This is an optimization exercise on Yosys and OpenROAD, whose aim is small area, a short achievable clock period and few clock cycles per item, not a production implementation. The RTL was checked by simulation tests, not by an equivalence proof against the original design.

**flow/standard.sh**
```bash
#!/bin/bash
# synth_recipe.tcl (not shown) runs the flow's synth.tcl, then flattens the netlist and writes it again
# the make line also repeats each setting of config.mk as NAME=value (left out here)
make -C /OpenROAD-flow-scripts/flow DESIGN_CONFIG=/design/flow/config.mk WORK_HOME=/design/flow/orfs CLKGATE_MAP_FILE= SYNTH_SCRIPT=/design/flow/synth_recipe.tcl "${@:-finish}"
```
**flow/flow/run.sh**
```bash
#!/bin/bash
# Standard layout, with timing repair aimed below the design's period
# (repair_timing keeps a setup margin) and plain buffers on the ports.
set -e
export SETUP_SLACK_MARGIN=12.7
export BUFFER_PORTS_ARGS="-buffer_cell sky130_fd_sc_hd__buf_2"
bash standard.sh > standard.log 2>&1
```
**flow/design.v**
```verilog
module gorilla_enc (
    input  wire        clk,
    input  wire        rst,
    input  wire        in_valid,
    output wire        in_ready,
    input  wire [63:0] in_data,
    input  wire        in_first,
    input  wire        in_last,
    input  wire [1:0]  in_wc,
    output wire        out_valid,
    input  wire        out_ready,
    output wire [63:0] out_data,
    output wire        out_last,
    output wire [3:0]  out_nbytes
);
    function automatic [63:0] rev64(input [63:0] v);
        integer j;
        begin
            for (j = 0; j < 64; j = j + 1)
                rev64[j] = v[63-j];
        end
    endfunction
    function automatic [2:0] lzc8(input [7:0] v);
        begin
            lzc8[2] = ~|v[7:4];
            lzc8[1] = lzc8[2] ? ~|v[3:2] : ~|v[7:6];
            lzc8[0] = lzc8[2] ? (lzc8[1] ? ~v[1] : ~v[3]) : (lzc8[1] ? ~v[5] : ~v[7]);
        end
    endfunction
    function automatic [5:0] lzc_bytes(input [7:0] nzb, input [23:0] cb);
        reg [3:0] v2;  reg [15:0] c2;    
        reg [1:0] v3;  reg [9:0]  c3;    
        integer j;
        begin
            for (j = 0; j < 4; j = j + 1) begin
                v2[j] = nzb[2*j] | nzb[2*j+1];
                c2[4*j +: 4] = nzb[2*j] ? {1'b0, cb[6*j +: 3]} : {1'b1, cb[6*j+3 +: 3]};
            end
            for (j = 0; j < 2; j = j + 1) begin
                v3[j] = v2[2*j] | v2[2*j+1];
                c3[5*j +: 5] = v2[2*j] ? {1'b0, c2[8*j +: 4]} : {1'b1, c2[8*j+4 +: 4]};
            end
            lzc_bytes = v3[0] ? {1'b0, c3[4:0]} : {1'b1, c3[9:5]};
        end
    endfunction
    reg  [1:0]  wc_in;       
    reg  [63:0] prev;        
    reg         s1_v;
    reg         s1_first;
    reg         s1_last;
    reg  [1:0]  s1_wc;
    reg  [63:0] s1_x;        
    reg         s1_nz;
    reg  [5:0]  s1_lz;       
    reg  [5:0]  s1_tz;       
    reg         s1_lg;       
    wire [1:0] cur_wc = in_first ? in_wc : wc_in;
    wire m16 = cur_wc != 2'd0;           
    wire m32 = cur_wc[1];                
    wire m64 = cur_wc == 2'd3;           
    wire [63:0] xu   = in_data ^ prev;   
    wire [7:0]  nzb_m;
    wire [7:0]  nzb_t;                   
    wire [23:0] cb_l;
    wire [23:0] cb_t;
    wire [7:0]  bmask = {m64, m64, m64, m64, m32, m32, m16, 1'b1};
    wire [63:0] xur = rev64(xu);
    genvar gb;
    generate
        for (gb = 0; gb < 8; gb = gb + 1) begin : g_byte
            assign nzb_m[gb]        = (|xu[63-8*gb -: 8]) & bmask[7-gb];
            assign cb_l[3*gb +: 3]  = lzc8(xu[63-8*gb -: 8]);
            assign nzb_t[gb]        = |xur[63-8*gb -: 8];
            assign cb_t[3*gb +: 3]  = lzc8(xur[63-8*gb -: 8]);
        end
    endgenerate
    wire [5:0] x_lz = lzc_bytes(nzb_m, cb_l);
    wire [5:0] x_tz = lzc_bytes(nzb_t, cb_t);    
    wire       x_nz = |nzb_m;
    wire x_lg = m64 && (|xu[63:49]) && (|xu[14:0]);
    reg        w_v;          
    reg  [5:0] w_lz;         
    reg  [5:0] w_tz;         
    reg  [6:0] w_db;         
    reg        w_big;        
    reg        hdr_done;     
    reg  [63:0] q0, q1, q2;  
    reg  [2:0]  ql;          
    reg  [3:0]  qn0, qn1, qn2;  
    reg  [1:0]  c;           
    reg  [5:0]  off;         
    reg  [5:0]  r_wo;        
    reg  [5:0]  r_wo2;       
    reg  [5:0]  r_no;        
    reg         rdy;         
    wire room  = !c[1] || (c == 2'd2 && off == 6'd0);
    wire can   = s1_v && room;
    wire reuse_c = s1_nz && w_v && (w_lz <= s1_lz) && (w_tz <= s1_tz);
    wire newwin  = !hdr_done && s1_nz && !reuse_c;
    wire [6:0] db_new = 7'd64 - {1'b0, s1_lz} - {1'b0, s1_tz};
    wire [4:0] h_new  = 5'd9 + {2'd0, s1_wc, 1'b0};
    wire       is_long  = !s1_first && !hdr_done && s1_nz && (s1_lg || w_big);
    wire       done     = can && !is_long;      
    wire       wr       = can && !s1_first && !rst;  
    wire       seal     = done && s1_last;
    reg  [15:0] hdr;
    always @* begin
        if (hdr_done || !s1_nz)
            hdr = 16'd0;
        else if (reuse_c)
            hdr = 16'h8000;
        else
            case (s1_wc)
                2'd0:    hdr = {2'b11, s1_lz[2:0], db_new[3:0], 7'd0};
                2'd1:    hdr = {2'b11, s1_lz[3:0], db_new[4:0], 5'd0};
                2'd2:    hdr = {2'b11, s1_lz[4:0], db_new[5:0], 3'd0};
                default: hdr = {2'b11, s1_lz[5:0], db_new[6:0], 1'b0};
            endcase
    end
    wire [6:0] off7  = {1'b0, off};
    wire [6:0] e_rep = off7 + 7'd1;
    wire [6:0] e_reu = off7 + 7'd2 + w_db;
    wire [6:0] e_new = off7 + {2'd0, h_new} + db_new;
    wire [6:0] e_hd  = off7 + w_db;
    wire [6:0] e_lgr = off7 + 7'd2;
    wire [6:0] e_lgn = off7 + {2'd0, h_new};
    reg  [6:0] endp;
    always @* begin
        if (s1_first)      endp = off7;
        else if (hdr_done) endp = e_hd;
        else if (!s1_nz)   endp = e_rep;
        else if (is_long)  endp = reuse_c ? e_lgr : e_lgn;
        else if (reuse_c)  endp = e_reu;
        else               endp = e_new;
    end
    wire [5:0]  a_new = s1_lz + r_no;
    wire [5:0]  rot_a = hdr_done ? r_wo : reuse_c ? r_wo2 : a_new;
    wire [63:0] s1_mask = {{32{s1_wc == 2'd3}}, {16{s1_wc[1]}}, {8{s1_wc != 2'd0}}, 8'hFF};
    wire [63:0] xr    = rev64(s1_x & s1_mask);
    wire [63:0] hrev  = rev64({hdr, 48'd0});
    wire [15:0] hs    = hrev[15:0];
    wire [64*7-1:0] yr;
    wire [64*7-1:0] hr;
    assign yr[63:0] = xr;
    assign hr[63:0] = {48'd0, hs};
    generate
        for (gb = 0; gb < 6; gb = gb + 1) begin : g_rot
            wire [63:0] yi = yr[64*gb +: 64];
            wire [63:0] hi = hr[64*gb +: 64];
            assign yr[64*(gb+1) +: 64] = rot_a[gb] ? {yi[(1<<gb)-1:0], yi[63:(1<<gb)]} : yi;
            assign hr[64*(gb+1) +: 64] = off[gb] ? {hi[63-(1<<gb):0], hi[63:64-(1<<gb)]} : hi;
        end
    endgenerate
    wire [63:0] ywr = is_long ? 64'd0 : yr[64*6 +: 64];
    wire [63:0] v   = ywr | hr[64*6 +: 64];
    wire [63:0] at_or_after;
    genvar gk;
    generate
        for (gk = 0; gk < 64; gk = gk + 1) begin : g_th
            assign at_or_after[gk] = (gk >= off);
        end
    endgenerate
    wire [63:0] v_a = v & at_or_after;
    wire [63:0] v_b = v & ~at_or_after;
    wire       wrap = endp[6];                    
    wire [3:0] nb_end = {1'b0, endp[5:3]} + {3'd0, |endp[2:0]};
    wire [3:0] nb_last = (wrap && endp[5:0] == 6'd0) ? 4'd8 : nb_end;
    wire       fin_in_next = wrap && (endp[5:0] != 6'd0);
    assign out_data   = rev64(q0);
    assign out_valid  = (c != 2'd0);
    assign out_last   = ql[0];
    assign out_nbytes = ql[0] ? qn0 : 4'd8;
    wire take = out_valid && out_ready;
    assign in_ready = rdy;
    wire take_in = in_valid && rdy;
    wire [1:0] ncomp = !done ? {1'b0, wrap && wr} :
                       s1_last ? (fin_in_next ? 2'd2 : 2'd1) :
                       {1'b0, wrap};
    wire [3:0] ch    = 4'b0001 << c;
    wire [2:0] sa0   = wr ? ch[2:0] : 3'd0;                      
    wire [2:0] sa1   = wr ? ch[3:1] : 3'd0;
    wire [2:0] sb0   = wr ? {ch[1:0], 1'b0} : 3'd0;              
    wire [2:0] sb1   = wr ? ch[2:0] : 3'd0;
    wire [2:0] sa    = take ? sa1 : sa0;
    wire [2:0] sb    = take ? sb1 : sb0;
    wire [3:0] fsl   = fin_in_next ? {ch[2:0], 1'b0} : ch;       
    wire [2:0] sf    = !seal ? 3'd0 : take ? fsl[3:1] : fsl[2:0];
    wire [1:0] c_sh  = c - {1'b0, take};
    wire [1:0] c_nx   = c_sh + ncomp;
    wire [5:0] off_nx = !can ? off : seal ? 6'd0 : endp[5:0];
    wire       s1_v_nx     = rdy ? in_valid : (s1_v && !done);
    wire       s1_first_nx = rdy ? in_first : s1_first;
    wire       s1_lg_nx    = rdy ? x_lg : s1_lg;
    wire       hd_nx       = can ? is_long : hdr_done;
    wire       w_big_nx    = !can ? w_big : s1_first ? 1'b0 :
                             newwin ? (db_new >= 7'd63) : w_big;
    wire       room_nx     = !c_nx[1] || (c_nx == 2'd2 && off_nx == 6'd0);
    wire       long_nx     = !s1_first_nx && !hd_nx && (s1_lg_nx || w_big_nx);
    wire       rdy_nx      = !s1_v_nx || (room_nx && !long_nx);
    wire [5:0] w_lz_nx = (can && newwin) ? s1_lz : w_lz;
    always @(posedge clk) begin
        if (take_in) begin
            prev     <= in_data;
            wc_in    <= cur_wc;
        end
        if (rdy) begin
            s1_first <= in_first;
            s1_last  <= in_last;
            s1_wc    <= cur_wc;
            s1_x     <= xu;
            s1_nz    <= x_nz;
            s1_lz    <= x_lz;
            s1_tz    <= x_tz;
            s1_lg    <= x_lg;
        end
        q0 <= (rst ? 64'd0 : take ? q1 : q0) | (v_a & {64{sa[0]}}) | (v_b & {64{sb[0]}});
        q1 <= (rst ? 64'd0 : take ? q2 : q1) | (v_a & {64{sa[1]}}) | (v_b & {64{sb[1]}});
        q2 <= (rst || take ? 64'd0 : q2)     | (v_a & {64{sa[2]}}) | (v_b & {64{sb[2]}});
        if (sf[0]) qn0 <= nb_last; else if (take) qn0 <= qn1;
        if (sf[1]) qn1 <= nb_last; else if (take) qn1 <= qn2;
        if (sf[2]) qn2 <= nb_last;
        r_wo  <= w_lz_nx - off_nx;
        r_wo2 <= w_lz_nx - off_nx - 6'd2;
        r_no  <= 6'd0 - off_nx - {1'b0, 5'd9 + {2'd0, wc_in, 1'b0}};
        if (rst) begin
            s1_v     <= 1'b0;
            rdy      <= 1'b1;
            ql       <= 3'd0;
            c        <= 2'd0;
            off      <= 6'd0;
            w_v      <= 1'b0;
            w_big    <= 1'b0;
            hdr_done <= 1'b0;
        end else begin
            s1_v  <= s1_v_nx;
            rdy   <= rdy_nx;
            ql    <= ((take ? {1'b0, ql[2:1]} : ql) | sf[2:0]);
            c     <= c_nx;
            off   <= off_nx;
            w_big <= w_big_nx;
            hdr_done <= hd_nx;
            if (can) begin
                if (s1_first)
                    w_v <= 1'b0;
                else if (newwin) begin
                    w_v  <= 1'b1;
                    w_lz <= s1_lz;
                    w_tz <= s1_tz;
                    w_db <= db_new;
                end
            end
        end
    end
endmodule
```
**flow/constraint.sdc**
```tcl
create_clock -name core_clock -period 18.0 [get_ports {clk}]
set_input_delay 3.6000 -clock core_clock [delete_from_list [all_inputs] [get_ports {clk}]]
set_output_delay 3.6000 -clock core_clock [all_outputs]
set_load 0.01 [all_outputs]
```
**flow/config.mk**
```make
export PLATFORM = sky130hd
export DESIGN_NAME = gorilla_enc
export DESIGN_NICKNAME = gorilla_enc
export VERILOG_FILES = /design/flow/design.v
export SDC_FILE = /design/flow/constraint.sdc
export NUM_CORES = 4
export LEC_CHECK = 0
export CAP_MARGIN = 20
export CORE_MARGIN = 2
export CORE_UTILIZATION = 25
export SLEW_MARGIN = 20
```
==> results of run 1 <==
## layout make-up
cell class	count	share of cell area, %
Timing Repair Buffer	211	3.94
Clock buffer	59	3.83
Antenna cell	1	0.00767
Tap cell	1500	5.76
Clock inverter	17	0.625
Inverter	108	1.29
Sequential cell	404	30.3
Multi-Input combinational cell	2515	54.3
## cell families after synthesis
logic type,Yosys count,share of synthesized area [%]
mux,349,13.3
xor+xnor,107,3.33
flops,404,35.0
compound gates,1050,25.2
fa+ha+maj,75,3.55
buf+inv,330,4.97
simple gates,933,14.6
## worst max-delay path, delay by kind of cell, from the launching register on
| kind | cells | cell delay [ns] |
|---|---|---|
| muxes | 3 | 1.46 |
| buffers and inverters | 3 | 0.75 |
| and+or+nand+nor | 1 | 0.26 |
| adders and majority gates | 1 | 0.39 |
| AOI/OAI and AO/OA | 8 | 1.72 |
| DFF | 1 | 0.45 |
## state kept, by name, indices dropped and copies added (netlist names), 3 cells and up
| signal | flops |
|---|---|
| s1_lz | 6 |
| s1_tz | 6 |
| r_wo | 5 |
| qn0 | 4 |
| w_db | 7 |
| prev | 64 |
| qn2 | 4 |
| w_tz | 6 |
| ql | 3 |
| q1 | 64 |
| r_no | 6 |
| q0 | 64 |
| qn1 | 4 |
| w_lz | 6 |
| r_wo2 | 6 |
| s1_x | 64 |
| q2 | 64 |
| off | 6 |
## worst max path at each step
stage	end	slack [ns]	cells after the start
after CTS	rdy	12.61	12
after global placement	q0[53]	11.69	7
final	q0[26]	12.72	16
after global routing	rdy	12.56	13
after detailed placement	q0[53]	11.70	7
after floorplan	s1_lz[3]	12.66	8
## through the flow
| stage | hold WS, ns | worst slack [ns] | area [um^2] |
|---|---|---|---|
| 2_1_floorplan | 0.415 | 12.66 | 28300 |
| 3_3_place_gp | 0.429 | 11.69 | 30400 |
| 3_5_place_dp | 0.434 | 11.70 | 30400 |
| 4_1_cts | 0.442 | 12.61 | 32200 |
| 5_1_grt | 0.469 | 12.56 | 32600 |
| 6_report | 0.440 | 12.72 | 32600 |
## per-layer routing
layer / track usage, % / vias up / share of wire (%)
li1: - / 12100 / -
met1: 26.5 / 13000 / 44
met2: 28.5 / 1483 / 43
met3: 3.91 / 219 / 9.7
met4: 5.76 / 4 / 3.5
met5: 0 / - / 0.023
## timing repair
item | in CTS | in global routing
cloned | 0 | 1
hold buffers | 0 | 0
setup endpoints to repair | 219 | 128
pin swaps | 5 | 20
buffers inserted | 8 | 6
resized for setup | 49 | 80
## layout by cell type, fill, tap and decap left out, types with 32 or more instances in the layout
cell	instances
nand2_1	425
mux2i_1	270
a21oi_1	231
nor2_1	225
dfxtp_1	223
o21ai_0	197
edfxtp_1	177
buf_2	141
o22ai_1	110
inv_1	98
mux2_2	60
ha_1	60
buf_4	59
xor2_1	50
nand3_1	46
a21o_1	46
a22oi_1	46
clkbuf_16	46
xnor2_1	39
nor3_1	38
a22o_1	36
a31oi_1	32
==> metrics.md, run 1 <==
| Metric | Value |
|---|---|
| Critical Path Source | `s1_lz[5]` |
| Vias in the first global route | `roughly 24000` |
| Req. time, crit path | `roughly 18 ns` |
| CORE AREA | `112000 um^2` |
| Num rows | `approximately 120` |
| Final ANT Viol Nets | `0` |
| Initial drt markers | `3352` |
| Fillers | `12000` |
| Num CTS Buffers | `45` |
| Via count | `around 27000` |
| Total track usage | `between 10% and 20%` |
| Antenna violations before repair | `8` |
| CP max FO | `65` |
| Clk slew on worst S/H paths | `approximately 0.060 ns` |
| Status | `no timing/DRC/antenna violations` |
| Max clock buf depth | `3` |
| Layout overhead on the synthesized area | `15.9%` |
| Flop2flop setup slack | `12.72 ns` |
| Number of port buffers | `142` |
| Insertion delay to the later sink of the worst-skew pair | `around 0.6 ns` |
| DP Wirelength | `around 84000 um` |
| Height of the die | `around 340 um` |
| Total Wirelength | `114000 um` |
| Layout cells sized above 1 | `16.9%` |
| Seq/Total Area, Yosys | `35.0%` |
| Area taken by multi-input logic gates | `17700 um^2` |
| Worst min path class | `reg -> reg` |
| Most common cell on crit path | `mux2i_1` |
| Cell count after placement | `4723` |
| Clock root buffer | `clkbuf_16` |
| Critical-path cell list | `inv_1, ha_1, and4_4, a2111oi_4, buf_4, o211a_1, a211oi_4, buf_8, mux2i_1, mux2i_1, a221oi_1, a21oi_1, mux2i_1, o22ai_1, o211ai_1, o21ai_0` |
| Final Hold Fails | `0` |
| Top-area cell type share of the netlist area | `18.9%` |
| First-pass DRT Iterations | `6` |
| Ys Warns | `1` |
| Register area | `9870 um^2` |
| Starting Density | `25.1%` |
| Clk sinks | `between 400 and 500` |
| Layout Cells excl Fill | `4815` |
| Die W | `340 um` |
| First-pass GRT wire length | `167000 um` |
| Worst Tran Pin Value | `around 1.1 ns` |
| Post-synth top area cell | `edfxtp_1` |
| Hold worst-path end | `q2[62]` |
| Startpoint Class | `flop` |
| Top cells by count, synth | `431 x nand2_1, 271 x mux2i_1, 241 x nor2_1` |
| Critical R2R Launch | `s1_lz[5]` |
| Max Clk Rate | `roughly 190 MHz` |
| Unrepaired setup endpoints after global routing | `yes` |
| Worst hold path depth | `2` |
| Largest net degree at the start of global routing | `67` |
| Hold Startpoint | `q2[62]` |
| Most common flop cell mapped by yosys | `dfxtp_1` |
| Final core occ | `between 20 and 30%` |
| Mapped Nets | `3395` |
| Fin. max-slew vios | `0` |
| Post-synth ARST share | `0%` |
| EDFF count, synth | `177` |
| Tmin final | `around 5.3 ns` |
| Synth Register Bits | `404` |
| GRT overflow | `0` |
| Final setup TNS | `0 ns` |
| CTS tree | `yes` |
| Ports | `~140` |
| Average size of a mapped cell | `approximately 8.7 um^2` |
| Nets | `3432` |
| Max-cap violations | `0` |
| WL per Instance | `23.7 um` |
| Synth area leaders | `edfxtp_1 19%, dfxtp_1 16%, mux2i_1 9.6%` |
| Vias per inst | `5.57` |
| Fin crit share | `29.3%` |
| Worst setup EP type | `flop` |
| Cell area after synthesis | `between 20000 and 30000 um^2` |
| DRC viols | `0` |
| Type of the worst setup path | `reg -> reg` |
| CP max stage cell | `mux2i_1` |
| Cells after Synth | `3248` |
| R2r endpoint | `q0[26]` |
| Worst reg-to-reg path cell count | `16` |
| Die area | `115000 um^2` |
| Layout Skew | `0.0374 ns` |
| Cell variety after synth | `about 100` |
| Placer Congestion | `around 1.0` |
| CP peak stage delay | `0.71 ns` |
| Count leader, synth | `nand2_1` |
| Max transition margin | `28.6%` |
| CP Data Arrival Time | `5.74 ns` |
| H-tree lvl count | `2` |
| Setup Viol. Count Final | `0` |
Testbench counts, summed over its fixed seeds: cycles 18,496, items 18,380.
==> run 2, diff against run 1 <==
--- a/flow/config.mk
+++ b/flow/config.mk
@@ -9,3 +9,4 @@
 export CORE_MARGIN = 2
-export CORE_UTILIZATION = 25
+export CORE_UTILIZATION = 45
+export PLACE_DENSITY = 0.7
 export SLEW_MARGIN = 20
==> metrics.md, run 2 <==
| Metric | Value |
|---|---|
| Status | `no timing/DRC/antenna violations` |
| Simple-Gate Fraction of Synth Area | `14.6%` |
| Top cells by count, synth | `431 x nand2_1, 271 x mux2i_1, 241 x nor2_1` |
| Max Clk Rate | `188 MHz` |
| CORE AREA | `61800 um^2` |
| Ys Warns | `1` |
| Height of the die | `254 um` |
| Worst Tran Pin Value | `1.13 ns` |
| CP peak stage delay | `0.33 ns` |
| GRT overflow | `0` |
| Nets | `3442` |
| Ports | `around 140` |
| H-tree lvl count | `2` |
| EDFF count, synth | `177` |
| Req. time, crit path | `18.51 ns` |
| Final Cell Area | `31800 um^2` |
| Vias per inst | `approximately 6.5` |
| Worst reg-to-reg path cell count | `22` |
| CP Depth | `13` |
| R2r endpoint | `rdy` |
| Starting Density | `45.5%` |
| Crit path to | `rdy` |
| Post-synth ARST share | `0%` |
| Most common flop cell mapped by yosys | `dfxtp_1` |
| Post-Synth XOR/XNOR Area | `3.33%` |
| Placer Congestion | `1.05` |
| CP delay by family, top | `simple AND/OR/NAND/NOR gates` |
| Num rows | `91` |
| Synth Register Bits | `approximately 400` |
| Cell area after synthesis | `28100 um^2` |
| Dpl ws | `11.14 ns` |
| WL per Instance | `24.7 um` |
| First-pass GRT wire length | `between 150000 and 200000 um` |
| Cell variety after synth | `104` |
| Compound-cell area share of the yosys netlist | `25.2%` |
| Adder-Cell Fraction of Synth Area | `3.55%` |
| Largest net degree at the start of global routing | `83` |
| Unrepaired setup endpoints after global routing | `yes` |
| Max-cap violations | `0` |
| Most common cell on crit path | `inv_1` |
| Setup Viol. Count Final | `0` |
| Buf/Inv on CP | `4` |
| Worst setup EP type | `flop` |
| Clk slew on worst S/H paths | `0.06 ns` |
| Insertion delay to the later sink of the worst-skew pair | `0.61 ns` |
| Max clock buf depth | `3` |
| Max transition margin | `24.3%` |
| Setup WS post-layout | `between 10 and 15 ns` |
| Mux cell area share after synthesis | `13.3%` |
| Largest family of logic cells by synthesized area | `compound AO/OA/AOI/OAI gates` |
| Fin. max-slew vios | `0` |
| Area after DPL | `29600 um^2` |
| Clk sinks | `404` |
| Final setup TNS | `0 ns` |
| Commonest non-fill, non-tap cell in the layout | `nand2_1` |
| Layout Cells excl Fill | `4169` |
| Post-synth top area cell | `edfxtp_1` |
| Synth area leaders | `edfxtp_1 19%, dfxtp_1 16%, mux2i_1 9.6%` |
| Die W | `about 250 um` |
| DP Wirelength | `73100 um` |
| Final ANT Viol Nets | `0` |
| Top-area cell type share of the netlist area | `18.9%` |
| Mapped Nets | `3395` |
| Layout cells sized above 1 | `roughly 17%` |
| Startpoint Class | `input port` |
| Die area | `64600 um^2` |
| Critical R2R Launch | `s1_tz[1]` |
| Seq/Total Area, Yosys | `a little over a third` |
| Fin crit share | `29.5%` |
| Worst min path class | `reg -> reg` |
| Type of the worst setup path | `in -> reg` |
| First-pass DRT Iterations | `14` |
| Total Wirelength | `103000 um` |
| Critical-path cell list | `buf_2, xnor2_1, inv_1, nor2_1, inv_1, nor3_2, nand3_1, nand4_1, o21ai_0, inv_1, a21oi_1, nand3b_1, o221ai_1` |
| Layout overhead on the synthesized area | `13.1%` |
| Average size of a mapped cell | `between 8 and 9 um^2` |
| CP max FO | `6` |
| CP max stage cell | `nor3_2` |
| Number of port buffers | `between 100 and 150` |
| DRC viols | `0` |
| Vias in the first global route | `24400` |
| Cells after Synth | `3248` |
| CTS tree | `yes` |
| Count leader, synth | `nand2_1` |
| Flop2flop setup slack | `12.76 ns` |
| Initial drt markers | `3860` |
| Via count | `about 27000` |
| Clock root buffer | `clkbuf_16` |
| Most frequent cells in the layout | `423 x nand2_1, 269 x mux2i_1, 233 x a21oi_1` |
| Cell count after placement | `a little over 4000` |
| Critical Path Source | `in_data[61]` |
| CP Data Arrival Time | `5.83 ns` |
| Final Hold Fails | `0` |
| Antenna violations before repair | `5` |
| Num CTS Buffers | `45` |
| Tmin final | `around 5.3 ns` |
| Layout Skew | `0.0353 ns` |
| Total track usage | `around 31%` |
-- run 2: metal layers --
| metal | global-route usage, % | vias up | part of all wire (%) |
|---|---|---|---|
| met5 | 0 | - | 0.033 |
| met4 | 18.2 | 6 | 6.8 |
| met3 | 7.82 | 387 | 12 |
| met2 | 45.8 | 1874 | 43 |
| met1 | 40.5 | 12600 | 39 |
| li1 | - | 12200 | - |
-- run 2: per-stage QoR --
stage | hold slack, ns | util (%)
6_report | 0.438 | 51.5
3_3_place_gp | 0.432 | 47.8
4_1_cts | 0.438 | 50.7
2_1_floorplan | 0.415 | -
3_5_place_dp | 0.428 | 47.8
5_1_grt | 0.465 | 51.5
-- run 2: worst min-delay path by stage --
stage | from | to | slack (ns) | cells past startpoint
5_1_grt | q2[62] | q2[62] | 0.46 | 2
6_report | q2[62] | q2[62] | 0.44 | 2
4_1_cts | q2[62] | q2[62] | 0.44 | 2
3_5_place_dp | q2[62] | q2[62] | 0.43 | 2
2_1_floorplan | q2[62] | q2[62] | 0.42 | 2
3_3_place_gp | q2[62] | q2[62] | 0.43 | 2
-- run 2: cells by family (layout without fill, tap and decap cells) --
logic type / count (synthesis) / after routing
mux: 349 / 349
compound gates: 1050 / 1050
fa+ha+maj: 75 / 75
simple gates: 933 / 933
flops: 404 / 404
xor+xnor: 107 / 107
buf+inv: 330 / 413
other cells: 0 / 1
-- run 2: repair_timing --
action	CTS	global route
buffers inserted	11	16
hold buffers	0	0
gates cloned	1	1
pin swaps	5	27
gates resized for setup	48	78
setup endpoints to repair	190	159
-- run 2: final cells by class --
| cell class | count | area, um^2 |
|---|---|---|
| multi-input cells | 2514 | 17600 |
| clock inverters | 20 | 208 |
| flip-flops and latches | 404 | 9870 |
| fillers | 5816 | 30000 |
| well taps | 837 | 1050 |
| clock buffers | 63 | 1260 |
| inverters | 108 | 445 |
| repair buffers | 220 | 1360 |
| repair inverters | 2 | 16.3 |
| diodes | 1 | 2.50 |
-- run 2: tightest hold or removal path, stage by stage, from the launching register on --
cell     delay (ns)
dfxtp_1        0.31
nand2_1        0.05
nand2_1        0.04
==> run 3, diff against run 2 <==
--- a/flow/flow/run.sh
+++ b/flow/flow/run.sh
@@ -4,3 +4,3 @@
 set -e
-export SETUP_SLACK_MARGIN=12.7
+export SETUP_SLACK_MARGIN=12.85
 export BUFFER_PORTS_ARGS="-buffer_cell sky130_fd_sc_hd__buf_2"
--- a/flow/config.mk
+++ b/flow/config.mk
@@ -7,6 +7,6 @@
 export LEC_CHECK = 0
+export ABC_AREA = 1
 export CAP_MARGIN = 20
 export CORE_MARGIN = 2
-export CORE_UTILIZATION = 45
-export PLACE_DENSITY = 0.7
+export CORE_UTILIZATION = 25
 export SLEW_MARGIN = 20
==> metrics.md, run 3 <==
| Metric | Value |
|---|---|
| Synth Register Bits | `404` |
| WL per Instance | `19.0 um` |
| Max transition margin | `36.0%` |
| EDFF count, synth | `177` |
| Cell area after synthesis | `~29000 um^2` |
| Area after DPL | `30600 um^2` |
| Max Clk Rate | `193 MHz` |
| Largest net degree at the start of global routing | `95` |
| Layout overhead on the synthesized area | `16.9%` |
| Most frequent cells in the layout | `1438 x nand3_1, 526 x nand2_1, 453 x inv_1` |
| Final ANT Viol Nets | `0` |
| Total track usage | `18.1%` |
| Die W | `343 um` |
| Nets | `about 4400` |
| First-pass DRT Iterations | `8` |
| Layout cells sized above 1 | `13.7%` |
| Max-cap violations | `0` |
| Ys Warns | `1` |
| Type of the worst setup path | `in -> reg` |
| Total Wirelength | `110000 um` |
| First-pass GRT wire length | `approximately 170000 um` |
| Unrepaired setup endpoints after global routing | `yes` |
| Most common flop cell mapped by yosys | `dfxtp_1` |
| Post-synth top area cell | `nand3_1` |
| Worst Tran Pin Value | `0.959 ns` |
| Num rows | `around 120` |
| Initial drt markers | `between 3000 and 4000` |
| Top cells by count, synth | `1442 x nand3_1, 536 x nand2_1, 491 x inv_1` |
| CP Data Arrival Time | `5.55 ns` |
| H-tree lvl count | `2` |
| Via count | `about 30000` |
| Cell variety after synth | `60` |
| Height of the die | `343 um` |
| Status | `no timing/DRC/antenna violations` |
| Die area | `117000 um^2` |
| Placer Congestion | `0.985` |
| Post-synth ARST share | `0%` |
| Insertion delay to the later sink of the worst-skew pair | `0.62 ns` |
| Cells after Synth | `4183` |
| Num CTS Buffers | `49` |
| Vias in the first global route | `26900` |
| Ports | `143` |
| DP Wirelength | `81100 um` |
| Startpoint Class | `input port` |
| Starting Density | `25.2%` |
| Number of port buffers | `142` |
| Clock root buffer | `clkbuf_16` |
| Req. time, crit path | `18.36 ns` |
| Top-area cell type share of the netlist area | `25.2%` |
| DRC viols | `0` |
| CORE AREA | `114000 um^2` |
| Final Cell Area | `33500 um^2` |
| Fin. max-slew vios | `0` |
| Clk slew on worst S/H paths | `0.06 ns` |
| Fin crit share | `28.8%` |
| Layout Skew | `between 0.02 and 0.025 ns` |
| Tmin final | `5.19 ns` |
| Synth area leaders | `nand3_1 25%, edfxtp_1 19%, dfxtp_1 16%` |
| Count leader, synth | `nand3_1` |
| Worst setup EP type | `flop` |
| Final Hold Fails | `0` |
| Mapped Nets | `approximately 4300` |
| Setup Viol. Count Final | `0` |
| Fillers | `12500` |
| Seq/Total Area, Yosys | `34.4%` |
| CTS tree | `yes` |
| Vias per inst | `between 5 and 6` |
| Commonest non-fill, non-tap cell in the layout | `nand3_1` |
| CP max FO | `5` |
| Hold-fix buffers, CTS | `0` |
| Final setup TNS | `0 ns` |
| Average size of a mapped cell | `6.86 um^2` |
| Max clock buf depth | `3` |
| Worst min path class | `reg -> reg` |
| GRT overflow | `0` |
| Clk sinks | `404` |
| Antenna violations before repair | `4` |
[run 3: stage by stage]
stage	hold WS [ns]	utilization, %	setup slack (ns)	cells
after floorplan	0.421	-	12.51	4183
after global placement	0.434	26.8	11.34	5638
after detailed placement	0.439	26.8	11.35	5638
after CTS	0.448	28.7	12.84	5741
after global routing	0.464	29.4	12.72	5781
final	0.445	29.4	12.81	5782
[run 3: final cells by class]
cell class	count	area, um^2	area share, %
antenna	2	5.00	0.0149
tap	1512	1890	5.64
sequential	404	9860	29.4
multi-input combinational	3031	16800	50.0
timing repair buffer	230	1470	4.37
inverter	513	1970	5.86
clock inverter	24	204	0.608
clock buffer	65	1350	4.02
timing repair inverter	1	5.00	0.0149
[run 3: timing repair]
| action | CTS | global route |
|---|---|---|
| setup endpoints to repair | 218 | 208 |
| setup buffers | 13 | 37 |
| hold endpoints to repair | 0 | 0 |
| gates cloned | 1 | 1 |
| pin swaps | 13 | 49 |
| resized for setup | 86 | 142 |
[run 3: kinds of logic after synthesis]
| kind of cell | Yosys count | synth area share (%) |
|---|---|---|
| AOI/OAI and AO/OA | 554 | 10.6 |
| xor gates and xnor gates | 94 | 2.87 |
| adders and majority gates | 75 | 3.48 |
| buffers and inverters | 749 | 10.7 |
| DFF | 404 | 34.4 |
| and+or+nand+nor | 2307 | 38.0 |
[run 3: layer usage]
layer	share of wire, %	vias up	GRT usage, %
met5	0.025	-	0
met4	5.3	4	8.88
met1	43	13800	24.6
met2	44	1264	28.1
met3	7.4	218	2.44
li1	-	14400	-
[run 3: final timing paths]
kind                   end  cells after the start        start  slack, ns
hold / removal         w_v                      2          w_v       0.45
setup reg to reg       rdy                     30     s1_lz[1]      13.10
setup / recovery  s1_lz[0]                     14  in_data[58]      12.81
hold reg to reg        w_v                      2          w_v       0.45
[run 3: worst max-delay path, cell delays in order]
cell and delay (ns):
buf_2 0.12, xnor2_2 0.18, inv_2 0.08, nor2_4 0.14
inv_2 0.06, nor2_4 0.12, inv_2 0.06, nor3_4 0.21
nor2_4 0.09, a21oi_4 0.18, inv_4 0.07, nor2_4 0.19
o31ai_2 0.09, o32a_1 0.35
==> run 4, diff against run 3 <==
--- a/flow/flow/run.sh
+++ b/flow/flow/run.sh
@@ -4,3 +4,3 @@
 set -e
-export SETUP_SLACK_MARGIN=12.85
+export SETUP_SLACK_MARGIN=12.6
 export BUFFER_PORTS_ARGS="-buffer_cell sky130_fd_sc_hd__buf_2"
==> metrics.md, run 4 <==
| Metric | Value |
|---|---|
| Status | `no timing/DRC/antenna violations` |
| Post-synth ARST share | `0%` |
| Initial drt markers | `approximately 3600` |
| DRC viols | `0` |
| Fin. max-slew vios | `0` |
| Cell variety after synth | `60` |
| H-tree lvl count | `2` |
| Critical-path cell list | `buf_2, nand2_1, o21ai_0, buf_4, nor2_1, inv_1, nor2_2, o221ai_1, nand3_1, o311ai_0, o32a_1` |
| Insertion delay to the later sink of the worst-skew pair | `0.61 ns` |
| CP Data Arrival Time | `5.67 ns` |
| Synth Register Bits | `404` |
| Placer Congestion | `0.998` |
| Worst Tran Pin Value | `1.08 ns` |
| First-pass GRT wire length | `166000 um` |
| First-pass DRT Iterations | `6` |
| GRT overflow | `0` |
| Vias in the first global route | `~27000` |
| Tmin final | `5.30 ns` |
| Post-synth top area cell | `nand3_1` |
| Antenna violations before repair | `1` |
| Ys Warns | `1` |
| Cells after Synth | `4183` |
| Most common flop cell mapped by yosys | `dfxtp_1` |
| Clk slew on worst S/H paths | `0.07 ns` |
| Final core occ | `28.7%` |
| Total track usage | `~18%` |
| EDFF count, synth | `177` |
| Starting Density | `25.2%` |
| Largest net degree at the start of global routing | `94` |
| Nets | `4341` |
| Top-area cell type share of the netlist area | `25.2%` |
| CP max stage cell | `nor2_2` |
| Average size of a mapped cell | `6.86 um^2` |
| Layout Skew | `0.0260 ns` |
| CTS tree | `yes` |
| Area after DPL | `30600 um^2` |
| Final Hold Fails | `0` |
| Count leader, synth | `nand3_1` |
| Seq/Total Area, Yosys | `34.4%` |
| Startpoint Class | `input port` |
| Clk sinks | `404` |
| Max Clk Rate | `189 MHz` |
| Worst min path class | `reg -> reg` |
| Top cells by count, synth | `1442 x nand3_1, 536 x nand2_1, 491 x inv_1` |
| Req. time, crit path | `18.36 ns` |
| Setup Viol. Count Final | `0` |
| Die area | `117000 um^2` |
| CP delay by family, top | `compound AO/OA/AOI/OAI gates` |
| Ports | `between 100 and 150` |
| Vias per inst | `5.18` |
| CORE AREA | `114000 um^2` |
| Via count | `29700` |
| Unrepaired setup endpoints after global routing | `yes` |
| Synth area leaders | `nand3_1 25%, edfxtp_1 19%, dfxtp_1 16%` |
| Fin crit share | `just under 30%` |
| CP peak stage delay | `about 0.3 ns` |
| Num rows | `124` |
| Layout overhead on the synthesized area | `13.9%` |
| Height of the die | `343 um` |
| Buf/Inv on CP | `3` |
| Clock root buffer | `clkbuf_16` |
| Commonest non-fill, non-tap cell in the layout | `nand3_1` |
| Num CTS Buffers | `48` |
| Total Wirelength | `111000 um` |
| CP max FO | `6` |
| Max clock buf depth | `3` |
| Most frequent cells in the layout | `1441 x nand3_1, 533 x nand2_1, 488 x inv_1` |
| Type of the worst setup path | `in -> reg` |
| Cell area after synthesis | `28700 um^2` |
| Max transition margin | `between 20 and 30%` |
| Final Cell Area | `32700 um^2` |
| Worst setup EP type | `flop` |
| Number of port buffers | `142` |
| WL per Instance | `19.3 um` |
| Mapped Nets | `4330` |
| Die W | `approximately 340 um` |
| Hold-fix buffers, CTS | `0` |
| Layout cells sized above 1 | `a little over a tenth` |
| DP Wirelength | `82000 um` |
| Final ANT Viol Nets | `0` |
| Final setup TNS | `0 ns` |
| Max-cap violations | `0` |
==> run 4: cell counts after synthesis <==
Identical to the previous run, type by type.
==> run 4: per-layer routing <==
metal,global-route usage [%],vias to the layer above,wire (um)
li1,-,14400,-
met1,24.9,13900,48100
met2,28.5,1293,48600
met3,2.35,222,8290
met4,8.08,2,5550
met5,0,-,13
==> run 4: layout make-up <==
class / count / area (um^2)
fill: 12500 / 81300
tap: 1512 / 1890
multi-input combinational: 3031 / 16100
timing repair buffer: 196 / 1180
sequential: 404 / 9860
inverter: 513 / 1940
clock inverter: 17 / 163
clock buffer: 67 / 1500
antenna: 1 / 2.50
==> run 4: kinds of logic (layout without fill, tap and decap cells) <==
kind of cell	Yosys count	count (layout)	synth area share, %
and+or+nand+nor	2307	2308	38.0
other	0	1	0
buffers and inverters	749	793	10.7
xor gates and xnor gates	94	94	2.87
AOI/OAI and AO/OA	554	554	10.6
DFF	404	404	34.4
adders and majority gates	75	75	3.48
==> run 4: final timing paths <==
check / start / to / slack (ns) / depth (start not counted)
worst min register to register: ql[2] / ql[2] / 0.45 / 2
worst max-delay path: in_first / s1_lz[0] / 12.70 / 11
worst min-delay path: ql[2] / ql[2] / 0.45 / 2
worst max register to register: s1_lz[1] / rdy / 12.99 / 31
==> run 4: per-stage QoR <==
stage	instances	worst slack, ns	hold WS, ns
2_1_floorplan	4183	12.51	0.421
3_3_place_gp	5640	11.75	0.437
3_5_place_dp	5641	11.70	0.440
4_1_cts	5732	12.60	0.452
5_1_grt	5740	12.58	0.480
6_report	5741	12.70	0.454
==> run 4: worst reg2reg max path: cells and delay by family, from the launching register on <==
family                     cells  cell delay (ns)
AOI/OAI and AO/OA              3             0.35
adders and majority gates      6             1.75
buffers and inverters          4             0.26
DFF                            1             0.47
and+or+nand+nor               18             2.12
==> run 4: timing repair <==
action	CTS	global route
resized for setup	9	54
setup buffers	7	6
setup endpoints to repair	131	209
pin swaps	2	7
gates cloned	0	1
==> run 5, diff against run 4 <==
--- a/flow/flow/run.sh
+++ b/flow/flow/run.sh
@@ -4,3 +4,3 @@
 set -e
-export SETUP_SLACK_MARGIN=12.6
+export SETUP_SLACK_MARGIN=12.7
 export BUFFER_PORTS_ARGS="-buffer_cell sky130_fd_sc_hd__buf_2"
==> metrics.md, run 5 <==
| Metric | Value |
|---|---|
| Req. time, crit path | `18.35 ns` |
| First-pass DRT Iterations | `8` |
| Fillers | `around 13000` |
| CP Data Arrival Time | `5.58 ns` |
| Clock root buffer | `clkbuf_16` |
| Insertion delay to the later sink of the worst-skew pair | `0.61 ns` |
| DP Wirelength | `82100 um` |
| Synth Register Bits | `slightly above 400` |
| Final Hold Fails | `0` |
| Commonest non-fill, non-tap cell in the layout | `nand3_1` |
| Type of the worst setup path | `in -> reg` |
| Cell area after synthesis | `28700 um^2` |
| Num CTS Buffers | `48` |
| Largest net degree at the start of global routing | `99` |
| Hold_ws | `0.452 ns` |
| Layout overhead on the synthesized area | `14.7%` |
| Vias per inst | `approximately 5.2` |
| Initial drt markers | `3651` |
| Hold Startpoint | `w_v` |
| Seq/Total Area, Yosys | `34.4%` |
| Nets | `4349` |
| WL per Instance | `19.3 um` |
| Worst Tran Pin Value | `1.02 ns` |
| Status | `no timing/DRC/antenna violations` |
| Unrepaired setup endpoints after global routing | `yes` |
| DRC viols | `0` |
| Tmin final | `5.24 ns` |
| Height of the die | `343 um` |
| Layout cells sized above 1 | `11.4%` |
| Num rows | `124` |
| Mapped Nets | `4330` |
| Total Wirelength | `111000 um` |
| Layout Cells excl Fill | `roughly 5800` |
| Max-cap violations | `0` |
| Final ANT Viol Nets | `0` |
| Worst setup EP type | `flop` |
| CP max FO | `5` |
| EDFF count, synth | `~180` |
| Count leader, synth | `nand3_1` |
| Vias in the first global route | `27000` |
| H-tree lvl count | `2` |
| Final setup TNS | `0 ns` |
| Via count | `29700` |
| Dpl ws | `11.64 ns` |
| Cell variety after synth | `60` |
| CP peak stage delay | `0.34 ns` |
| Post-synth top area cell | `nand3_1` |
| Most common flop cell mapped by yosys | `dfxtp_1` |
| CP max stage cell | `o32a_1` |
| Cell count after placement | `5641` |
| Clk sinks | `404` |
| Fin. max-slew vios | `0` |
| Critical-path cell list | `buf_2, xnor2_1, inv_1, nor2_1, inv_1, nor2_4, inv_1, nor2_4, inv_2, a21oi_4, inv_2, nor2_4, o31ai_1, o32a_1` |
| Synth area leaders | `nand3_1 25%, edfxtp_1 19%, dfxtp_1 16%` |
| GRT overflow | `0` |
| Fin crit share | `29.1%` |
| Max clock buf depth | `3` |
| Layout Skew | `around 0.027 ns` |
| Setup WS post-layout | `12.76 ns` |
| Clk slew on worst S/H paths | `0.06 ns` |
| Final Cell Area | `32900 um^2` |
| Post-synth ARST share | `0%` |
| Area after DPL | `30600 um^2` |
| Average size of a mapped cell | `around 6.9 um^2` |
| Antenna violations before repair | `0` |
| Critical R2R Launch | `s1_lz[2]` |
| Final core occ | `28.9%` |
| Max transition margin | `32.2%` |
| CTS tree | `yes` |
| Die area | `117000 um^2` |
| Top cells by count, synth | `1442 x nand3_1, 536 x nand2_1, 491 x inv_1` |
| Startpoint Class | `input port` |
| Ys Warns | `1` |
| Total track usage | `a little under a fifth` |
| Antenna cells | `0` |
| Placer Congestion | `1.01` |
| Cells after Synth | `4183` |
| Die W | `roughly 340 um` |
| Ports | `143` |
| Hold-fix buffers, CTS | `0` |
| Top-area cell type share of the netlist area | `25.2%` |
| Starting Density | `between 20% and 30%` |
| Setup Viol. Count Final | `0` |
| Worst min path class | `reg -> reg` |
| CORE AREA | `approximately 110000 um^2` |
| First-pass GRT wire length | `168000 um` |
| Max Clk Rate | `191 MHz` |
| Most frequent cells in the layout | `1440 x nand3_1, 530 x nand2_1, 484 x inv_1` |
| Critical Path Source | `in_data[55]` |
| Number of port buffers | `142` |
## run 5: cell counts after synthesis
No cell type changed its count.
## run 5: final timing paths
kind | cells after the start | slack, ns | to
setup / recovery | 14 | 12.76 | s1_lz[0]
hold / removal | 2 | 0.45 | w_v
setup reg to reg | 30 | 13.02 | rdy
hold reg to reg | 2 | 0.45 | w_v
## run 5: cell families after synthesis
family / synth area share (%)
buf+inv: 10.7
compound gates: 10.6
fa+ha+maj: 3.48
simple gates: 38.0
flops: 34.4
xor+xnor: 2.87
## run 5: repair_timing
action	CTS	global route
endpoints found under the setup margin	155	206
buffers inserted	5	17
cloned	1	0
gates resized for setup	34	75
pin swaps	4	14
## run 5: routing by layer
metal  GRT usage [%]  wire length [um]
met1            25.4             49000
met2            28.8             49200
met3            2.65              8310
met4            6.71              4290
met5               0                 0
## run 5: layout make-up
type,instances,area [um^2],share of cell area [%]
Multi-Input combinational cell,3031,16400,49.8
Sequential cell,404,9860,30.0
Inverter,513,1950,5.91
Tap cell,1512,1890,5.75
Clock buffer,66,1380,4.20
Timing Repair Buffer,204,1220,3.71
Clock inverter,23,220,0.669
## run 5: critical path: cells and delay by family
kind            cells  cell delay (ns)
buf+inv             6             0.61
xor+xnor            1             0.19
compound gates      3             0.60
simple gates        4             0.57
==> run 6, diff against run 5 <==
--- a/flow/config.mk
+++ b/flow/config.mk
@@ -11,2 +11,3 @@
 export CORE_UTILIZATION = 25
+export CTS_BUF_LIST = sky130_fd_sc_hd__clkbuf_8
 export SLEW_MARGIN = 20
==> metrics.md, run 6 <==
| Metric | Value |
|---|---|
| Status | `no timing/DRC/antenna violations` |
| Fin crit share | `28.8%` |
| Most common cell on crit path | `nand2_1` |
| Final ANT Viol Nets | `0` |
| Startpoint Class | `input port` |
| Post-synth ARST share | `0%` |
| Hold_ws | `0.447 ns` |
| Critical-path cell list | `buf_2, nand2_1, o21ai_0, buf_4, nor2_1, inv_1, a31oi_1, o21ai_0, o21ai_0, inv_1, a21oi_1, nand2_1, nand2_1, nand2_1` |
| Worst min path class | `reg -> reg` |
| Die area | `117000 um^2` |
| Type of the worst setup path | `in -> reg` |
| Final Hold Fails | `0` |
| WL per Instance | `19.1 um` |
| First-pass DRT Iterations | `6` |
| Mapped Nets | `4330` |
| Placer Congestion | `1.01` |
| Post-synth top area cell | `nand3_1` |
| Average size of a mapped cell | `6.86 um^2` |
| Num CTS Buffers | `between 70 and 80` |
| Final Cell Area | `32500 um^2` |
| CP max stage cell | `a31oi_1` |
| Synth area leaders | `nand3_1 25%, edfxtp_1 19%, dfxtp_1 16%` |
| H-tree lvl count | `3` |
| Synth Register Bits | `roughly 400` |
| Cells after Synth | `4183` |
| Commonest non-fill, non-tap cell in the layout | `nand3_1` |
| Req. time, crit path | `18.55 ns` |
| Ports | `143` |
| Max-cap violations | `0` |
| EDFF count, synth | `177` |
| CP peak stage delay | `0.36 ns` |
| CORE AREA | `around 110000 um^2` |
| Tmin final | `5.18 ns` |
| Number of port buffers | `approximately 140` |
| Seq/Total Area, Yosys | `about a third` |
| Nets | `4371` |
| Area after DPL | `30600 um^2` |
| CP max FO | `5` |
| Setup Viol. Count Final | `0` |
| Die W | `343 um` |
| Largest net degree at the start of global routing | `99` |
| Buf/Inv on CP | `4` |
| GRT overflow | `0` |
| Clk sinks | `between 400 and 500` |
| Fin. max-slew vios | `0` |
| Count leader, synth | `nand3_1` |
| Final core occ | `28.5%` |
| DP Wirelength | `slightly above 80000 um` |
| Final setup TNS | `0 ns` |
| DRC viols | `0` |
| Initial drt markers | `~3600` |
| Starting Density | `between 20% and 30%` |
| Num rows | `around 120` |
| Layout cells sized above 1 | `between 10 and 15%` |
| Clock root buffer | `clkbuf_8` |
| Top-area cell type share of the netlist area | `25.2%` |
| Via count | `29600` |
| Insertion delay to the later sink of the worst-skew pair | `about 0.7 ns` |
| First-pass GRT wire length | `168000 um` |
| Clk slew on worst S/H paths | `0.06 ns` |
| Unrepaired setup endpoints after global routing | `yes` |
| Layout Skew | `0.0523 ns` |
| Total Wirelength | `111000 um` |
| Worst Tran Pin Value | `1.02 ns` |
| Top cells by count, synth | `1442 x nand3_1, 536 x nand2_1, 491 x inv_1` |
| Cell area after synthesis | `approximately 29000 um^2` |
| Worst setup EP type | `flop` |
| Hold-fix buffers, CTS | `0` |
| Vias per inst | `5.12` |
| Max transition margin | `32.0%` |
| Cell variety after synth | `60` |
| Height of the die | `343 um` |
| CP Data Arrival Time | `5.73 ns` |
| Ys Warns | `1` |
| Total track usage | `18.4%` |
| CP delay by family, top | `compound AO/OA/AOI/OAI gates` |
| Max clock buf depth | `3` |
| CTS tree | `yes` |
| Vias in the first global route | `approximately 27000` |
| Most frequent cells in the layout | `1441 x nand3_1, 531 x nand2_1, 511 x inv_1` |
| Antenna violations before repair | `1` |
| Layout overhead on the synthesized area | `13.3%` |
| Max Clk Rate | `193 MHz` |
| Most common flop cell mapped by yosys | `dfxtp_1` |
==> run 6: metal layers <==
layer | wire length (um) | global-route usage, % | up-vias
met1 | 49100 | 25.2 | 13800
met2 | 48800 | 28.5 | 1156
met4 | 4350 | 7.36 | 0
met3 | 8210 | 3.17 | 183
li1 | - | - | 14400
met5 | 0 | 0 | -
==> run 6: what timing repair did <==
action,CTS,global route
pin swaps,3,5
endpoints found under the setup margin,153,209
buffers inserted,8,9
gates cloned,0,1
gates resized for setup,15,54
==> run 6: worst reg2reg max path, delay by kind of cell (launching register included) <==
family / cells / cell delay [ns]
compound gates: 3 / 0.39
xor+xnor: 1 / 0.20
fa+ha+maj: 6 / 2.02
buf+inv: 4 / 0.19
flops: 1 / 0.47
simple gates: 15 / 1.62
==> run 6: area by class of cell <==
type	instances	area, um^2
clock inverters	39	231
well taps	1512	1890
multi-input cells	3031	16200
clock buffers	86	1180
diodes	1	2.50
inverters	513	1950
fillers	12600	81500
repair buffers	199	1180
flip-flops and latches	404	9860
==> run 6: metrics by stage <==
step	worst slack, ns	cells
after global routing	12.62	5785
after floorplan	12.51	4183
after CTS	12.65	5774
after global placement	11.72	5640
after detailed placement	11.64	5641
final	12.82	5785
==> run 6: worst paths after layout <==
check | start | depth (start not counted) | end | slack [ns]
setup / recovery | in_first | 14 | rdy | 12.82
hold / removal | w_v | 2 | w_v | 0.45
hold reg to reg | w_v | 2 | w_v | 0.45
setup reg to reg | s1_tz[1] | 29 | rdy | 12.96
==> run 6: cells by family after synthesis <==
group / share of synthesized area, %
and+or+nand+nor: 38.0
adders and majority gates: 3.48
DFF: 34.4
AOI/OAI and AO/OA: 10.6
xor gates and xnor gates: 2.87
buffers and inverters: 10.7
==> run 7, diff against run 6 <==
--- a/flow/design.v
+++ b/flow/design.v
@@ -43,2 +43,20 @@
             lzc_bytes = v3[0] ? {1'b0, c3[4:0]} : {1'b1, c3[9:5]};
+        end
+    endfunction
+    function automatic le6(input [5:0] a, input [5:0] b);
+        reg [5:0] g, e;          
+        reg [2:0] g2, e2;        
+        reg       g4, e4;
+        integer j;
+        begin
+            for (j = 0; j < 6; j = j + 1) begin
+                g[j] = a[j] & ~b[j];
+                e[j] = ~(g[j] | (~a[j] & b[j]));
+            end
+            for (j = 0; j < 3; j = j + 1) begin
+                g2[j] = g[2*j+1] | (e[2*j+1] & g[2*j]);
+                e2[j] = e[2*j+1] & e[2*j];
+            end
+            g4 = g2[2] | (e2[2] & g2[1]);
+            le6 = ~(g4 | (e2[2] & e2[1] & g2[0]));
         end
@@ -97,3 +115,3 @@
     wire can   = s1_v && room;
-    wire reuse_c = s1_nz && w_v && (w_lz <= s1_lz) && (w_tz <= s1_tz);
+    wire reuse_c = s1_nz && w_v && le6(w_lz, s1_lz) && le6(w_tz, s1_tz);
     wire newwin  = !hdr_done && s1_nz && !reuse_c;
--- a/flow/config.mk
+++ b/flow/config.mk
@@ -7,3 +7,2 @@
 export LEC_CHECK = 0
-export ABC_AREA = 1
 export CAP_MARGIN = 20
@@ -11,3 +10,2 @@
 export CORE_UTILIZATION = 25
-export CTS_BUF_LIST = sky130_fd_sc_hd__clkbuf_8
 export SLEW_MARGIN = 20
==> metrics.md, run 7 <==
| Metric | Value |
|---|---|
| Status | `no timing/DRC/antenna violations` |
| CTS tree | `yes` |
| Commonest non-fill, non-tap cell in the layout | `nand2_1` |
| Final ANT Viol Nets | `0` |
| Antenna cells | `0` |
| Average size of a mapped cell | `8.19 um^2` |
| Layout cells sized above 1 | `between 10% and 20%` |
| Insertion delay to the later sink of the worst-skew pair | `0.64 ns` |
| Synth area leaders | `edfxtp_1 18%, dfxtp_1 15%, mux2i_1 5.8%` |
| Setup WS post-layout | `12.68 ns` |
| Layout Cells excl Fill | `5213` |
| Largest net degree at the start of global routing | `91` |
| First-pass DRT Iterations | `6` |
| CP max FO | `4` |
| Layout overhead on the synthesized area | `15.4%` |
| Type of the worst setup path | `in -> reg` |
| Fin. max-slew vios | `0` |
| Number of port buffers | `between 100 and 150` |
| Placer Congestion | `roughly 1.0` |
| Worst min path class | `reg -> reg` |
| Vias in the first global route | `27500` |
| Critical Path Source | `in_data[60]` |
| WL per Instance | `24.1 um` |
| Total Wirelength | `125000 um` |
| Req. time, crit path | `between 15 and 20 ns` |
| Initial drt markers | `4069` |
| CP Data Arrival Time | `5.85 ns` |
| Register area | `around 10000 um^2` |
| Synth Register Bits | `404` |
| Final setup TNS | `0 ns` |
| Clk slew on worst S/H paths | `0.06 ns` |
| Die area | `122000 um^2` |
| Num CTS Buffers | `44` |
| Top cells by count, synth | `446 x nand2_1, 334 x nor2_1, 277 x a21oi_1` |
| Ports | `between 100 and 150` |
| Post-synth ARST share | `0%` |
| DP Wirelength | `90400 um` |
| Nets | `~3800` |
| First-pass GRT wire length | `184000 um` |
| GRT overflow | `0` |
| Final Hold Fails | `0` |
| Cell area after synthesis | `29700 um^2` |
| Ys Warns | `1` |
| Starting Density | `25.2%` |
| Worst setup EP type | `flop` |
| Max clock buf depth | `3` |
| Most common flop cell mapped by yosys | `dfxtp_1` |
| Post-synth top area cell | `edfxtp_1` |
| Clock root buffer | `clkbuf_16` |
| Worst hold path depth | `2` |
| Max transition margin | `27.6%` |
| Vias per inst | `5.83` |
| Setup Viol. Count Final | `0` |
| Startpoint Class | `input port` |
| Area after DPL | `31900 um^2` |
| Clk sinks | `404` |
| Total track usage | `19.6%` |
| Unrepaired setup endpoints after global routing | `yes` |
| Hold Startpoint | `q2[3]` |
| Max Clk Rate | `188 MHz` |
| Fin crit share | `between 20% and 30%` |
| Cell variety after synth | `111` |
| Mapped Nets | `3769` |
| Cells after Synth | `3626` |
| Die W | `349 um` |
| Num rows | `126` |
| Antenna violations before repair | `4` |
| Worst Tran Pin Value | `about 1.1 ns` |
| Critical R2R Launch | `s1_lz[5]` |
| Via count | `30400` |
| Area taken by multi-input logic gates | `19200 um^2` |
| Dpl ws | `11.05 ns` |
| Top-area cell type share of the netlist area | `17.9%` |
| Height of the die | `349 um` |
| DRC viols | `0` |
| Most frequent cells in the layout | `439 x nand2_1, 323 x nor2_1, 275 x a21oi_1` |
| Final Cell Area | `34300 um^2` |
| Tmin final | `~5.3 ns` |
| Max-cap violations | `0` |
| H-tree lvl count | `2` |
| Seq/Total Area, Yosys | `33.2%` |
| EDFF count, synth | `177` |
| Layout Skew | `0.0567 ns` |
| Worst reg-to-reg path cell count | `14` |
| Count leader, synth | `nand2_1` |
| Fillers | `12600` |
| CORE AREA | `118000 um^2` |
| Cell count after placement | `5107` |
| Final core occ | `29.1%` |
run 7: cell types whose count changed after synthesis, sizes merged, moves of 59 or more:
cell	previous run	this run
a21oi	144	283
clkbuf	92	161
inv	507	90
mux2i	0	171
nand2	579	448
nand3	1450	99
nor2	236	337
nor4	0	59
o22ai	8	154
run 7: critical path, stage by stage:
cell,delay [ns]
buf_2,0.11
xor2_1,0.19
or2_4,0.28
nor3_4,0.21
nand2_1,0.15
or4_4,0.50
a41oi_4,0.27
buf_12,0.16
a211oi_1,0.09
nand2b_1,0.15
o221ai_1,0.14
run 7: timing repair:
item / CTS / global route
gates cloned: 1 / 2
resized for setup: 71 / 75
pin swaps: 13 / 21
buffers inserted: 13 / 11
hold buffers: 0 / 0
endpoints found under the setup margin: 211 / 187
run 7: kinds of logic (layout without fill, tap and decap cells):
logic type	count (synthesis)	after routing	share of synthesized area [%]
compound gates	1270	1271	28.3
xor+xnor	104	104	3.07
flops	404	404	33.2
fa+ha+maj	72	72	3.23
simple gates	1188	1189	18.3
mux	229	229	8.83
buf+inv	359	408	5.14
run 7: layer usage:
layer  wire length (um)  GRT usage [%]  vias up
met1              54800           28.0    14700
li1                   -              -    13700
met2              53600           29.2     1674
met3              12300           4.03      290
met4               4760           6.71        2
met5                 13              0        -
run 7: through the flow:
stage,hold WS [ns]
2_1_floorplan,0.415
3_3_place_gp,0.434
3_5_place_dp,0.433
4_1_cts,0.442
5_1_grt,0.460
6_report,0.444
run 7: layout make-up:
type	instances	area share, %
repair buffers	236	4.41
clock inverters	19	0.668
inverters	92	1.05
well taps	1536	5.61
multi-input cells	2865	55.9
flip-flops and latches	404	28.8
clock buffers	60	3.53
repair inverters	1	0.0146
run 7: final timing paths:
check        endpoint  slack (ns)
max               rdy       12.68
min             q2[3]        0.44
max reg2reg    q0[54]       12.72
min reg2reg     q2[3]        0.44
Testbench counts of run 7, summed over its fixed seeds: cycles 18,496, items 18,380.
==> run 8, diff against run 7 <==
--- a/flow/config.mk
+++ b/flow/config.mk
@@ -7,2 +7,3 @@
 export LEC_CHECK = 0
+export ABC_AREA = 1
 export CAP_MARGIN = 20
==> metrics.md, run 8 <==
| Metric | Value |
|---|---|
| Area after DPL | `30600 um^2` |
| Type of the worst setup path | `in -> reg` |
| Worst reg-to-reg path cell count | `27` |
| CP Data Arrival Time | `5.54 ns` |
| Req. time, crit path | `18.35 ns` |
| Cells after Synth | `4181` |
| Vias in the first global route | `~27000` |
| Simple-Gate Fraction of Synth Area | `about two fifths` |
| EDFF count, synth | `177` |
| Flop2flop setup slack | `around 13 ns` |
| Adder-Cell Fraction of Synth Area | `3.30%` |
| Total Wirelength | `111000 um` |
| Compound-cell area share of the yosys netlist | `10.5%` |
| H-tree lvl count | `2` |
| CP max FO | `6` |
| Worst Tran Pin Value | `1.09 ns` |
| Max clock buf depth | `3` |
| Fillers | `12600` |
| Clk sinks | `approximately 400` |
| Cell area after synthesis | `between 20000 and 30000 um^2` |
| Die W | `343 um` |
| Max-cap violations | `0` |
| Critical Path Source | `in_data[24]` |
| Vias per inst | `5.18` |
| Tmin final | `5.20 ns` |
| Average size of a mapped cell | `6.86 um^2` |
| Cell variety after synth | `60` |
| GRT overflow | `0` |
| Layout overhead on the synthesized area | `13.8%` |
| Critical R2R Launch | `s1_lz[2]` |
| Height of the die | `343 um` |
| Synth area leaders | `nand3_1 24%, edfxtp_1 19%, dfxtp_1 16%` |
| Worst min path class | `reg -> reg` |
| Hold-fix buffers, CTS | `0` |
| Commonest non-fill, non-tap cell in the layout | `nand3_1` |
| Mapped Nets | `4324` |
| Mux cell area share after synthesis | `0.0698%` |
| Fin crit share | `~29%` |
| Hold worst-path end | `w_tz[4]` |
| Final Cell Area | `~33000 um^2` |
| Via count | `29700` |
| Ys Warns | `1` |
| Clock root buffer | `clkbuf_16` |
| Startpoint Class | `input port` |
| Register area | `9860 um^2` |
| Seq/Total Area, Yosys | `between 30% and 40%` |
| Largest net degree at the start of global routing | `87` |
| Final ANT Viol Nets | `0` |
| Max transition margin | `27.3%` |
| Number of port buffers | `142` |
| Layout cells sized above 1 | `11.6%` |
| Insertion delay to the later sink of the worst-skew pair | `0.63 ns` |
| Post-synth top area cell | `nand3_1` |
| Setup Viol. Count Final | `0` |
| Status | `no timing/DRC/antenna violations` |
| Final setup TNS | `0 ns` |
| Largest family of logic cells by synthesized area | `simple AND/OR/NAND/NOR gates` |
| Nets | `4338` |
| Setup WS post-layout | `12.80 ns` |
| CORE AREA | `114000 um^2` |
| DRC viols | `0` |
| Final Hold Fails | `0` |
| CTS tree | `yes` |
| Num CTS Buffers | `48` |
| Placer Congestion | `0.987` |
| Initial drt markers | `roughly 3600` |
| Worst setup EP type | `flop` |
| Post-synth ARST share | `0%` |
| Post-Synth XOR/XNOR Area | `2.72%` |
| Die area | `118000 um^2` |
| Dpl ws | `~12 ns` |
| Fin. max-slew vios | `0` |
| Antenna violations before repair | `0` |
| Top cells by count, synth | `1397 x nand3_1, 546 x nand2_1, 487 x inv_1` |
| Clk slew on worst S/H paths | `approximately 0.06 ns` |
| Layout Skew | `around 0.040 ns` |
| Most frequent cells in the layout | `1396 x nand3_1, 544 x nand2_1, 479 x inv_1` |
| Hold Startpoint | `s1_tz[4]` |
| First-pass GRT wire length | `168000 um` |
| First-pass DRT Iterations | `9` |
| Starting Density | `25.2%` |
| Total track usage | `18.4%` |
| Unrepaired setup endpoints after global routing | `yes` |
| Top-area cell type share of the netlist area | `24.4%` |
| Hold_ws | `0.454 ns` |
| Worst hold path depth | `0` |
| R2r endpoint | `r_wo2[5]` |
| Count leader, synth | `nand3_1` |
| Ports | `143` |
| Max Clk Rate | `between 150 and 200 MHz` |
| DP Wirelength | `a little over 80000 um` |
| Most common flop cell mapped by yosys | `dfxtp_1` |
| Num rows | `124` |
| Synth Register Bits | `~400` |
| WL per Instance | `19.3 um` |
| Area taken by multi-input logic gates | `16200 um^2` |
[run 8: through the flow]
| step | std cells | utilization [%] |
|---|---|---|
| after CTS | 5737 | 28.3 |
| after global placement | 5643 | 26.8 |
| final | 5745 | 28.6 |
| after global routing | 5744 | 28.6 |
| after detailed placement | 5643 | 26.8 |
| after floorplan | 4181 | - |
[run 8: worst max path at each step]
stage / endpoint / cells past startpoint / slack (ns)
final: s1_lz[0] / 13 / 12.80
after global routing: s1_lz[3] / 13 / 12.64
after floorplan: rdy / 13 / 12.60
after CTS: rdy / 34 / 12.70
after detailed placement: q2[35] / 8 / 11.96
after global placement: s1_lz[0] / 15 / 11.94
[run 8: kinds of logic after synthesis]
logic type	count (synthesis)
adders and majority gates	71
muxes	2
and+or+nand+nor	2316
xor gates and xnor gates	89
AOI/OAI and AO/OA	551
buffers and inverters	748
DFF	404
[run 8: what timing repair did]
item	CTS	global route
setup buffers	7	5
pin swaps	1	9
resized for setup	10	60
cloned	0	1
setup endpoints to repair	189	194
[run 8: metal layers]
metal  up-vias  routed length (um)  global-route usage [%]
met5         -                   0                       0
met4         0                6090                    9.20
met3       233                8270                    2.57
met2      1310               48600                    28.5
met1     13900               48100                    25.0
li1      14300                   -                       -
[run 8: area by class of cell]
class	instances	share of cell area (%)
multi-input combinational	3030	49.6
timing repair buffer	191	3.43
tap	1512	5.79
sequential	404	30.2
inverter	520	6.04
clock inverter	22	0.801
antenna	1	0.00766
clock buffer	65	4.13
[run 8: worst max-delay path, cell delays in order]
cell and delay, ns:
buf_2 0.11, xnor2_1 0.26, inv_1 0.17, nor2_1 0.22, nand2_1 0.15, nor2_1 0.17
inv_1 0.08, nor2_2 0.15, nor2_1 0.12, inv_1 0.11, o311ai_0 0.17, o21ai_0 0.15
a32oi_1 0.08

[what the ideal ports hide]
The flow's constraints put no driver on any port. The routed layouts listed below were extracted and timed again, unchanged, in two steps. Step 1, drivers: a clkbuf_16 drives clk and a buf_2 each remaining input, both assumed. Step 2 times the ports against the registers' clock, not the clock port: input delays grow and output delays shrink by t, the midpoint of the rising clock arrivals with the driver on. a / b / c = ideal ports / drivers / drivers and shift; a / b = the first two.
| run | t, ns | setup slack, ns | worst setup path at the end | latest minus earliest clock arrival (ns) | worst data-port slew with drivers (ns) |
|---|---|---|---|---|---|
| run 1 | 0.643 | 12.720 / 12.720 / 12.122 | input to register | 0.039 / 0.039 | 0.08 |
| run 2 | 0.661 | 12.687 / 12.725 / 12.065 | input to register | 0.035 / 0.035 | 0.10 |
| run 3 | 0.681 | 12.810 / 12.849 / 12.168 | input to register | 0.021 / 0.021 | 0.06 |
| run 4 | 0.667 | 12.699 / 12.734 / 12.067 | input to register | 0.027 / 0.027 | 0.06 |
| run 5 | 0.662 | 12.762 / 12.801 / 12.139 | input to register | 0.029 / 0.028 | 0.07 |
| run 6 | 0.743 | 12.824 / 12.806 / 12.096 | input to register | 0.052 / 0.052 | 0.07 |
| run 7 | 0.666 | 12.682 / 12.721 / 12.055 | input to register | 0.058 / 0.058 | 0.09 |
| run 8 | 0.679 | 12.804 / 12.783 / 12.157 | input to register | 0.040 / 0.040 | 0.06 |
After both steps every run listed still meets setup and hold. For run 6, which loses most, drivers alone change the setup slack by -0.018 ns; drivers and shift together by -0.728 ns.
